This design comes from an exercise in tuning for small area, a short achievable clock period and few clock cycles on the open sky130 flow, not from production work. Function not checked in this run: the RTL went through the layout flow alone. Power is estimated from default activity; no workload was simulated.

<file path="design/flow/run.sh">
#!/bin/bash
# synth_recipe.tcl (not shown) runs the flow's synth.tcl, then flattens the netlist and writes it again
# the make line also repeats each setting of config.mk as NAME=value (left out here)
make -C /OpenROAD-flow-scripts/flow DESIGN_CONFIG=/design/flow/config.mk WORK_HOME=/design/flow/orfs CLKGATE_MAP_FILE= SYNTH_SCRIPT=/design/flow/synth_recipe.tcl finish
</file>
<file path="design/flow/constraint.sdc">
create_clock -name core_clock -period 8.0 [get_ports {clk}]
set_input_delay 1.6000 -clock core_clock [delete_from_list [all_inputs] [get_ports {clk}]]
set_output_delay 1.6000 -clock core_clock [all_outputs]
set_load 0.01 [all_outputs]
</file>
<file path="design/flow/design.v">
module intdec (
    input  wire        clk,
    input  wire        rst,
    input  wire        start,
    input  wire [63:0] in_len,
    input  wire [63:0] out_cap,
    output wire        in_rd,
    output wire [12:0] in_raddr,
    input  wire [63:0] in_rdata,
    output reg         out_we,
    output wire [15:0] out_addr,
    output wire [63:0] out_wdata,
    output wire [13:0] status,
    output wire [63:0] result_len,
    output wire [63:0] err_info
);
    localparam [2:0] K_NONE = 3'd0, K_MLEN = 3'd1, K_SHORT = 3'd2,
                     K_VARINT = 3'd3, K_UNKNOWN = 3'd5, K_CAP = 3'd6,
                     K_RANGE = 3'd7;
    localparam [3:0] S_IDLE = 4'd0, S_C0 = 4'd1, S_C1 = 4'd2, S_C2 = 4'd3,
                     S_STR = 4'd4, S_VAR = 4'd5, S_RCHK = 4'd6, S_RE0 = 4'd7,
                     S_RE1 = 4'd8, S_RE2 = 4'd9, S_RFILL = 4'd10, S_CCHK = 4'd11,
                     S_ERR = 4'd12;
    reg        busy, done, empty;
    reg [2:0]  kind;
    reg [3:0]  nib;
    reg [3:0]  state;
    reg [63:0] acc;           
    reg [63:0] w;             
    reg [63:0] prev;          
    reg [15:0] lp;            
    reg [16:0] oc;            
    reg [12:0] ra;            
    reg [2:0]  bo;            
    reg [3:0]  vi;            
    reg        vfield;        
    reg [7:0]  rem;           
    reg        rem1;          
    reg        full;          
    reg        wlast;         
    reg        fin;           
    reg        cmode;         
    reg        counted;       
    reg        r_keep, r_zz, r_prev, r_cnt, r_one, r_lp, r_n, r_nib;
    wire [1:0] code = (nib <= 4'd2) ? nib[1:0] : 2'd3;
    assign status     = {done ? code : 2'd0, (done && kind == K_UNKNOWN) ? nib : 4'd0,
                         1'b0, done ? kind : 3'd0, empty, done && kind != K_NONE, done, busy};
    assign result_len = {47'd0, oc & {17{done && kind == K_NONE}}};
    assign err_info   = acc & {64{done && kind != K_NONE}};
    assign out_addr   = oc[15:0];
    assign out_wdata  = acc;
    function [7:0] s8b_count(input [3:0] sel);
        case (sel)
            4'd0:  s8b_count = 8'd240;
            4'd1:  s8b_count = 8'd120;
            4'd2:  s8b_count = 8'd60;
            4'd3:  s8b_count = 8'd30;
            4'd4:  s8b_count = 8'd20;
            4'd5:  s8b_count = 8'd15;
            4'd6:  s8b_count = 8'd12;
            4'd7:  s8b_count = 8'd10;
            4'd8:  s8b_count = 8'd8;
            4'd9:  s8b_count = 8'd7;
            4'd10: s8b_count = 8'd6;
            4'd11: s8b_count = 8'd5;
            4'd12: s8b_count = 8'd4;
            4'd13: s8b_count = 8'd3;
            4'd14: s8b_count = 8'd2;
            default: s8b_count = 8'd1;
        endcase
    endfunction
    function [4:0] s8b_shift(input [3:0] sel);
        case (sel)
            4'd2:  s8b_shift = 5'd1;
            4'd3:  s8b_shift = 5'd2;
            4'd4:  s8b_shift = 5'd3;
            4'd5:  s8b_shift = 5'd4;
            4'd6:  s8b_shift = 5'd5;
            4'd7:  s8b_shift = 5'd6;
            4'd8:  s8b_shift = 5'd7;
            4'd9:  s8b_shift = 5'd8;
            4'd10: s8b_shift = 5'd10;
            4'd11: s8b_shift = 5'd12;
            4'd12: s8b_shift = 5'd15;
            4'd13: s8b_shift = 5'd20;
            4'd14: s8b_shift = 5'd30;
            default: s8b_shift = 5'd0;
        endcase
    endfunction
    function [59:0] s8b_mask(input [3:0] sel);
        case (sel)
            4'd0, 4'd1: s8b_mask = 60'd0;
            4'd15:      s8b_mask = {60{1'b1}};
            default:    s8b_mask = ~({60{1'b1}} << s8b_shift(sel));
        endcase
    endfunction
    wire [3:0]  wsel   = w[63:60];
    wire [63:0] pk_val = {4'd0, w[59:0] & s8b_mask(wsel)} | {63'd0, wsel[3:1] == 3'd0};
    wire [63:0] wv     = full ? w : pk_val;
    wire [63:0] zzw    = {1'b0, wv[63:1]} ^ {64{wv[0]}};
    wire [20:0] smallv  = ({5'd0, lp} & {21{r_lp}}) | ({8'd0, lp[15:3]} & {21{r_n}}) |
                         ({17'd0, nib} & {21{r_nib}}) | {20'd0, r_one} |
                         ({13'd0, s8b_count(wsel)} & {21{r_cnt}});
    wire [63:0] opa    = acc & {64{r_keep}};
    wire [63:0] opb    = (zzw & {64{r_zz}}) | (prev & {64{r_prev}}) | {43'd0, smallv};
    wire [64:0] sum    = {1'b0, opa} + {1'b0, opb};
    wire [63:0] field    = {prev[55:0], in_rdata[63:56]};
    wire [7:0]  cur_byte = in_rdata[63 - 8 * bo -: 8];
    reg  [63:0] vpart;
    integer j;
    always @(*) begin
        for (j = 0; j < 64; j = j + 1)
            vpart[j] = cur_byte[j % 7] && (vi == j / 7);
    end
    reg  [20:0] cmp_x;
    reg         cmp_ge;
    always @(*) begin
        case (state)
            S_C2:    begin cmp_x = {8'd0, lp[15:3]}; cmp_ge = 1'b0; end
            S_RCHK:  begin cmp_x = {4'd0, prev[16:0]}; cmp_ge = 1'b1; end
            default: begin cmp_x = acc[20:0]; cmp_ge = 1'b0; end
        endcase
    end
    wire        cap_over = ({cmp_x, cmp_ge} > {4'd0, oc, 1'b0}) ||
                           (state == S_RCHK && prev[63:17] != 47'd0);
    wire        in_range = (prev[63:17] != 47'd0) || (prev[16] && prev[15:0] != 16'd0);
    wire        pk_fast  = counted || (oc[16] && lp[15:11] == 5'd0);
    wire        is_lastw = (ra == lp[15:3]);
    wire        var_end  = ((lp[15:5] == 11'd0) && (ra[1:0] > lp[4:3] ||
                           (ra[1:0] == lp[4:3] && bo > lp[2:0]))) || (vi == 4'd10);
    wire        var_stop = !cur_byte[7];
    wire        var_bad  = (vi == 4'd9) && (cur_byte[6:1] != 6'd0);
    wire        str_load = (state == S_STR) && rem1 && !wlast;
    wire        c2_load  = (state == S_C2);
    wire        load     = str_load || c2_load;
    wire        ra_inc   = (state == S_C1) || str_load ||
                           (state == S_C2 && code != 2'd2) ||
                           (state == S_VAR && bo == 3'd7);
    assign in_rd    = busy;
    assign in_raddr = (state == S_C0 || state == S_CCHK) ? 13'd0 : ra + {12'd0, ra_inc};
    wire [59:0] w_shifted = w[59:0] >> s8b_shift(wsel);
    always @(posedge clk) begin
        acc <= sum[63:0];
        ra  <= in_raddr;
        if (load)
            w <= field;
        else if (state == S_VAR && !vfield)
            w <= (w & {64{vi != 4'd0}}) | vpart;
        else if (state == S_STR && !full)
            w[59:0] <= w_shifted;
        if (start && !busy)
            prev <= in_len;
        else if (state == S_VAR && vfield)
            prev <= (prev & {64{vi != 4'd0}}) | vpart;
        else if (load || state == S_C1)
            prev[55:0] <= in_rdata[55:0];
        if (load) begin
            full  <= cmode || code != 2'd1 || c2_load;
            rem   <= (cmode || code != 2'd1 || c2_load) ? 8'd1 : s8b_count(prev[55:52]);
            rem1  <= (cmode || code != 2'd1 || c2_load) ? 1'b1 : (prev[55:52] == 4'd15);
            wlast <= is_lastw;
        end else if (state == S_STR) begin
            rem  <= rem - 8'd1;
            rem1 <= (rem == 8'd2);
        end
        if (out_we)
            oc <= oc + 17'd1;
        if (rst) begin
            state  <= S_IDLE;
            busy   <= 1'b0;
            done   <= 1'b0;
            kind   <= K_NONE;
            empty  <= 1'b0;
            nib    <= 4'd0;
            out_we <= 1'b0;
            fin    <= 1'b0;
            r_keep <= 1'b1;
            r_zz   <= 1'b0;
            r_prev <= 1'b0;
            r_cnt  <= 1'b0;
            r_one  <= 1'b0;
            r_lp   <= 1'b0;
            r_n    <= 1'b0;
            r_nib  <= 1'b0;
        end else begin
            out_we <= 1'b0;
            r_keep <= 1'b1;
            r_zz   <= 1'b0;
            r_prev <= 1'b0;
            r_cnt  <= 1'b0;
            r_one  <= 1'b0;
            r_lp   <= 1'b0;
            r_n    <= 1'b0;
            r_nib  <= 1'b0;
            case (state)
                S_IDLE: begin
                    if (start) begin
                        busy    <= 1'b1;
                        done    <= 1'b0;
                        kind    <= K_NONE;
                        empty   <= 1'b0;
                        nib     <= 4'd0;
                        counted <= 1'b0;
                        oc      <= (out_cap[63:16] != 48'd0) ? 17'h10000 : {1'b0, out_cap[15:0]};
                        state   <= S_C0;
                        r_keep  <= 1'b0;        
                        r_prev  <= 1'b1;
                    end
                end
                S_C0: begin
                    lp <= prev[15:0] - 16'd1;
                    if (in_range) begin
                        kind  <= K_RANGE;
                        busy  <= 1'b0;
                        done  <= 1'b1;
                        state <= S_IDLE;
                    end else if (prev[16:0] == 17'd0) begin
                        empty <= 1'b1;
                        oc    <= 17'd0;
                        busy  <= 1'b0;
                        done  <= 1'b1;
                        state <= S_IDLE;
                    end else begin
                        state <= S_C1;
                    end
                end
                S_C1: begin
                    nib   <= in_rdata[63:60];
                    state <= S_C2;
                end
                S_C2: begin
                    cmode  <= 1'b0;
                    fin    <= 1'b0;
                    vi     <= 4'd0;
                    vfield <= 1'b0;
                    bo     <= 3'd1;
                    case (code)
                        2'd0: begin
                            if (lp[2:0] != 3'd0) begin
                                kind <= K_MLEN; r_keep <= 1'b0; r_lp <= 1'b1; state <= S_ERR;
                            end else if (cap_over) begin
                                kind <= K_CAP; r_keep <= 1'b0; r_n <= 1'b1; state <= S_ERR;
                            end else if (lp == 16'd0) begin
                                oc    <= 17'd0;
                                busy  <= 1'b0;
                                done  <= 1'b1;
                                state <= S_IDLE;
                            end else begin
                                oc     <= 17'd0;
                                r_keep <= 1'b0;
                                r_zz   <= 1'b1;
                                state  <= S_STR;
                            end
                        end
                        2'd1: begin
                            if (lp[15:3] == 13'd0) begin
                                kind <= K_SHORT; r_keep <= 1'b0; r_lp <= 1'b1; state <= S_ERR;
                            end else begin
                                r_keep <= 1'b0;
                                state  <= S_STR;
                                if (pk_fast) begin
                                    oc   <= 17'd0;
                                    r_zz <= 1'b1;
                                end else begin
                                    cmode <= 1'b1;
                                    r_one <= 1'b1;
                                end
                            end
                        end
                        2'd2: begin
                            if (lp[15:3] == 13'd0) begin
                                kind <= K_SHORT; r_keep <= 1'b0; r_lp <= 1'b1; state <= S_ERR;
                            end else begin
                                r_keep <= 1'b0;    
                                r_zz   <= 1'b1;
                                state  <= S_VAR;
                            end
                        end
                        default: begin
                            kind <= K_UNKNOWN; r_keep <= 1'b0; r_nib <= 1'b1; state <= S_ERR;
                        end
                    endcase
                end
                S_STR: begin
                    if (fin) begin
                        busy  <= 1'b0;
                        done  <= 1'b1;
                        fin   <= 1'b0;
                        state <= S_IDLE;
                    end else begin
                        if (!cmode) out_we <= 1'b1;
                        if (rem1 && wlast) begin
                            if (cmode) state <= S_CCHK;
                            else       fin   <= 1'b1;
                        end else begin
                            r_zz  <= !cmode;
                            r_cnt <= cmode;
                        end
                    end
                end
                S_VAR: begin
                    bo <= bo + 3'd1;
                    if (var_end || (var_stop && var_bad)) begin
                        kind   <= K_VARINT;
                        r_keep <= 1'b0;
                        r_one  <= vfield;
                        state  <= S_ERR;
                    end else if (var_stop) begin
                        vi     <= 4'd0;
                        vfield <= 1'b1;
                        if (vfield) state <= S_RCHK;
                    end else begin
                        vi <= vi + 4'd1;
                    end
                end
                S_RCHK: begin
                    if (cap_over) begin
                        r_keep <= 1'b0;      
                        r_one  <= 1'b1;
                        state  <= S_RE0;
                    end else begin
                        lp     <= prev[15:0];
                        oc     <= 17'd0;
                        out_we <= 1'b1;
                        r_zz   <= 1'b1;
                        state  <= S_RFILL;
                    end
                end
                S_RE0: begin                   
                    r_prev <= 1'b1;
                    state  <= S_RE1;
                end
                S_RE1: begin
                    if (sum[64]) begin         
                        r_keep <= 1'b0;
                        r_prev <= 1'b1;
                        state  <= S_RE2;
                    end else begin
                        kind  <= K_CAP;
                        busy  <= 1'b0;
                        done  <= 1'b1;
                        state <= S_IDLE;
                    end
                end
                S_RE2: begin
                    kind  <= K_CAP;
                    busy  <= 1'b0;
                    done  <= 1'b1;
                    state <= S_IDLE;
                end
                S_RFILL: begin
                    if (oc[15:0] == lp) begin
                        busy  <= 1'b0;
                        done  <= 1'b1;
                        state <= S_IDLE;
                    end else begin
                        out_we <= 1'b1;
                        r_zz   <= 1'b1;
                    end
                end
                S_CCHK: begin
                    if (cap_over) begin
                        kind  <= K_CAP;
                        busy  <= 1'b0;
                        done  <= 1'b1;
                        state <= S_IDLE;
                    end else begin
                        counted <= 1'b1;
                        state   <= S_C1;
                    end
                end
                S_ERR: begin
                    busy  <= 1'b0;
                    done  <= 1'b1;
                    state <= S_IDLE;
                end
                default: state <= S_IDLE;
            endcase
        end
    end
endmodule
</file>
<file path="design/flow/config.mk">
export PLATFORM = sky130hd
export DESIGN_NAME = intdec
export DESIGN_NICKNAME = intdec
export VERILOG_FILES = /design/flow/design.v
export SDC_FILE = /design/flow/constraint.sdc
export NUM_CORES = 4
export LEC_CHECK = 0
export CAP_MARGIN = 20
export CORE_MARGIN = 2
export CORE_UTILIZATION = 55
export SETUP_SLACK_MARGIN = 3
export SLEW_MARGIN = 20
</file>
==> results.toml <==
[global_route]
use_met1_pct = 55.8
grt_first_pass_wirelength_mm = 157
grt_usage_pct = 41.2
grt_max_degree = 113
grt.met2_usage_pct = 59.7
antenna_found_initial = 5
use_met3_pct = 13.7
busiest_layer = "met2"
grt_overflow = 0
grt_pass1_vias = 26000

[die]
core_um2 = 46800
start_util_pct = 56.0
dieArea_um2 = 49400
die_x_um = 222
ios = 432
rows = 79
die_h_um = 222

[routing]
postRouteAntennaNets = 0
drt_iter0_drc = 4671
wl_mm = 107
drt-wirelength-per-cell_um = 26.0
route.detailed.drc = 0
first_pass_iters = 11
vias = 27900
via_per_inst = 6.81

[synth]
yosys.area.top_type = "edfxtp_1"
netlist_area_um2 = 26200
synth_edf_count = 165
yosysTopAreaCellShare_pct = 18.9
netlist_top_cells_count = "nand2_1, a21oi_1, nor2_1, o21ai_0"
ys_ff_latch = 304
synth_flop_cell = "edfxtp_1"
synth_area_leaders = "edfxtp_1, dfxtp_1, nand2_1"
ys_types = 105
async_flop_share_pct = 0
synth_warnings = 1
syn-instance-count = 3185
postSynthAreaPerCell_um2 = 8.23
yosysMostFrequentCell = "nand2_1"
yosysSeqAreaShare_pct = 29.5

[setup_path]
worst_ep_arrival_time_ns = 5.45
critPathSlowestCell = "edfxtp_1"
required_ns = 8.50
end_kind = "flop"
worstPathMaxFanout = 7
setup.worst_path.start_class = "flop"
path_cells = "nand4_1, buf_6, nand2b_4, nor2_4, nand3_4, o21ai_4, buf_12, nand2_8, xnor2_1, nand2_1, nand2_1, ha_2, a21o_1, a21o_1, a2111o_1, o311ai_4, nand3_2, a41oi_4, o41ai_4, a221o_1, a21oi_2, xnor2_1"
cp_num_buf_inv = 2
path_class = "flop to flop"
cpPeakStageDelay_ns = 0.49
cp_top_family = "compound AO/OA/AOI/OAI gates"

[clock_tree]
clkTransAtPathRegs_ns = 0.06
cts_inserted_buffers = 38
cts_tree = "built"
root_buffer = "clkbuf_16"
postCtsHoldBufs = 0
cts_sinks = 304
clock_latency_ns = 0.57
clock_tree.htree_level_count = 2
cts_max_path_buffers = 3

[timing]
timing.final.crit_share_pct = 61.9
worst_pin_slew_ns = 1.08
max_freq_mhz = 202
fin_worst_skew_ns = 0.0157
hold_violations = 0
max-slew-margin-rel_pct = 27.7
finalSetupViolCount = 0
final_max_slew_viol_count = 0
rsz0062_at_grt = "true"
period_needed_ns = 4.95
finalSetupTns_ns = 0
worst_slack_ns = 3.05

[cells_and_area]
regArea_um2 = 7770
nets = 3772
final_cell_area_um2 = 32200
fill_cells = 3777
area_growth_pct = 22.7
multi_input_area_um2 = 17400
drive_gt1_share_pct = 10.6
fin_util_pct = 68.8

[placement]
place_ws_ns = 2.12
port_buffers = 383
dpl_cell_area_um2 = 30000
place_hpwl_mm = 79.1
place_congestion = 1.03

[flow_run]
max_cap_violations = 0

[power]
powerDensity_nw_per_um2 = 177
vdd.ir_drop.worst_mv = 0.149
p_leak_nw = 12.9

[run_status]
outcome = "no timing/DRC/antenna violations"

[min_path]
hold_class = "flop to flop"
-- where the power goes --
group	internal, mW	total, mW	switching (mW)	leakage, nW
logic	0.895	1.85	0.960	9.62
registers	1.86	2.13	0.279	2.70
clock network	0.978	1.72	0.737	0.594
-- per-layer routing --
metal  up-vias  share of wire (%)
li1      12100                  -
met1     13200                 38
met2      2256                 42
met3       350                 15
met4        14                4.4
met5         -               0.26
-- cell families after synthesis --
family | Yosys count | share of synthesized area, %
compound gates | 869 | 22.4
other cells | 1 | 0.0143
buf+inv | 378 | 6.64
mux | 139 | 7.78
simple gates | 1186 | 21.6
flops | 304 | 29.5
fa+ha+maj | 116 | 5.57
xor+xnor | 192 | 6.45
-- final cells by class --
| class | count | area share, % |
|---|---|---|
| multi-input combinational | 2552 | 54.1 |
| timing repair buffer | 477 | 14.6 |
| inverter | 88 | 1.03 |
| clock inverter | 13 | 0.214 |
| sequential | 304 | 24.2 |
| clock buffer | 54 | 3.50 |
| tap | 607 | 2.36 |
| antenna | 2 | 0.0156 |
-- worst min-delay path: cells and delay by family (launching register included) --
| kind | cells | cell delay, ns |
|---|---|---|
| compound gates | 1 | 0.05 |
| simple gates | 1 | 0.05 |
| flops | 1 | 0.31 |
-- repair_timing --
item / 4_1_cts / 5_1_grt
gates resized for setup: 70 / 50
gates cloned: 1 / 2
setup buffers: 16 / 31
pin swaps: 14 / 26
setup endpoints to repair: 66 / 53
-- worst paths after layout --
check	to	slack (ns)	from	cells after the start
worst max-delay path	acc[61]	3.05	w[63]	22
worst min-delay path	empty	0.47	empty	2
worst max register to register	acc[61]	3.05	w[63]	22
worst min register to register	empty	0.47	empty	2
-- placed cells by master, fill, tap and decap left out, types with 15 or more instances in the layout --
master	n
nand2_1	437
clkdlybuf4s50_1	376
a21oi_1	223
nor2_1	214
o21ai_0	177
edfxtp_1	165
and2_1	163
dfxtp_1	127
xnor2_1	119
nand3_1	111
ha_1	106
buf_4	78
inv_1	76
a21o_1	73
xor2_1	71
mux2i_1	64
a22oi_1	58
mux4_2	49
conb_1	48
nor3_1	47
a22o_1	46
clkbuf_16	42
nor4_1	40
nand4_1	36
a221oi_1	29
o221ai_1	25
o21ai_1	23
and3_1	21
mux2_2	20
a222oi_1	20
a31oi_1	19
o211ai_1	19
nor2b_1	18
a211oi_1	18
nand2b_1	15
-- per-stage QoR --
step | hold slack [ns] | std cells | power, mW
after detailed placement | 0.456 | 3976 | 3.91
after global placement | 0.457 | 3976 | 3.86
after CTS | 0.470 | 4060 | 5.61
final | 0.469 | 4097 | 5.70
after global routing | 0.521 | 4095 | 5.90
after floorplan | 0.437 | 3232 | 3.10
-- registers in the layout (all words and copies together), names as in the netlist, 8 cells and up, named ones only --
| name | cells |
|---|---|
| acc | 64 |
| s8b_count$func$/design/flow/design.v:103$5472.$result | 8 |
| lp | 16 |
| ra | 13 |
| w | 57 |
| oc | 17 |
| rem | 8 |
| prev | 57 |

## what the ideal ports hide
In the flow no input, the clock included, has a driving cell. The finished layout below was timed again as built, in two steps.
Step 1 assumes that a clkbuf_16 drives the clock port and a buf_2 every other input.
Step 2 also shifts input and output timing later by t, the mid clock arrival at the registers, as if the neighbouring blocks saw the same clock.
a / b / c = ideal ports / drivers / drivers and shift; a / b = the first two.
t (ns): 0.628
setup WS [ns]: 3.052 / 3.044 / 2.772
hold WS [ns]: 0.469 / 0.469 / 0.469
After both steps this run still meets setup and hold. The setup slack of this run moves by -0.008 ns with the drivers and by -0.280 ns with both steps.
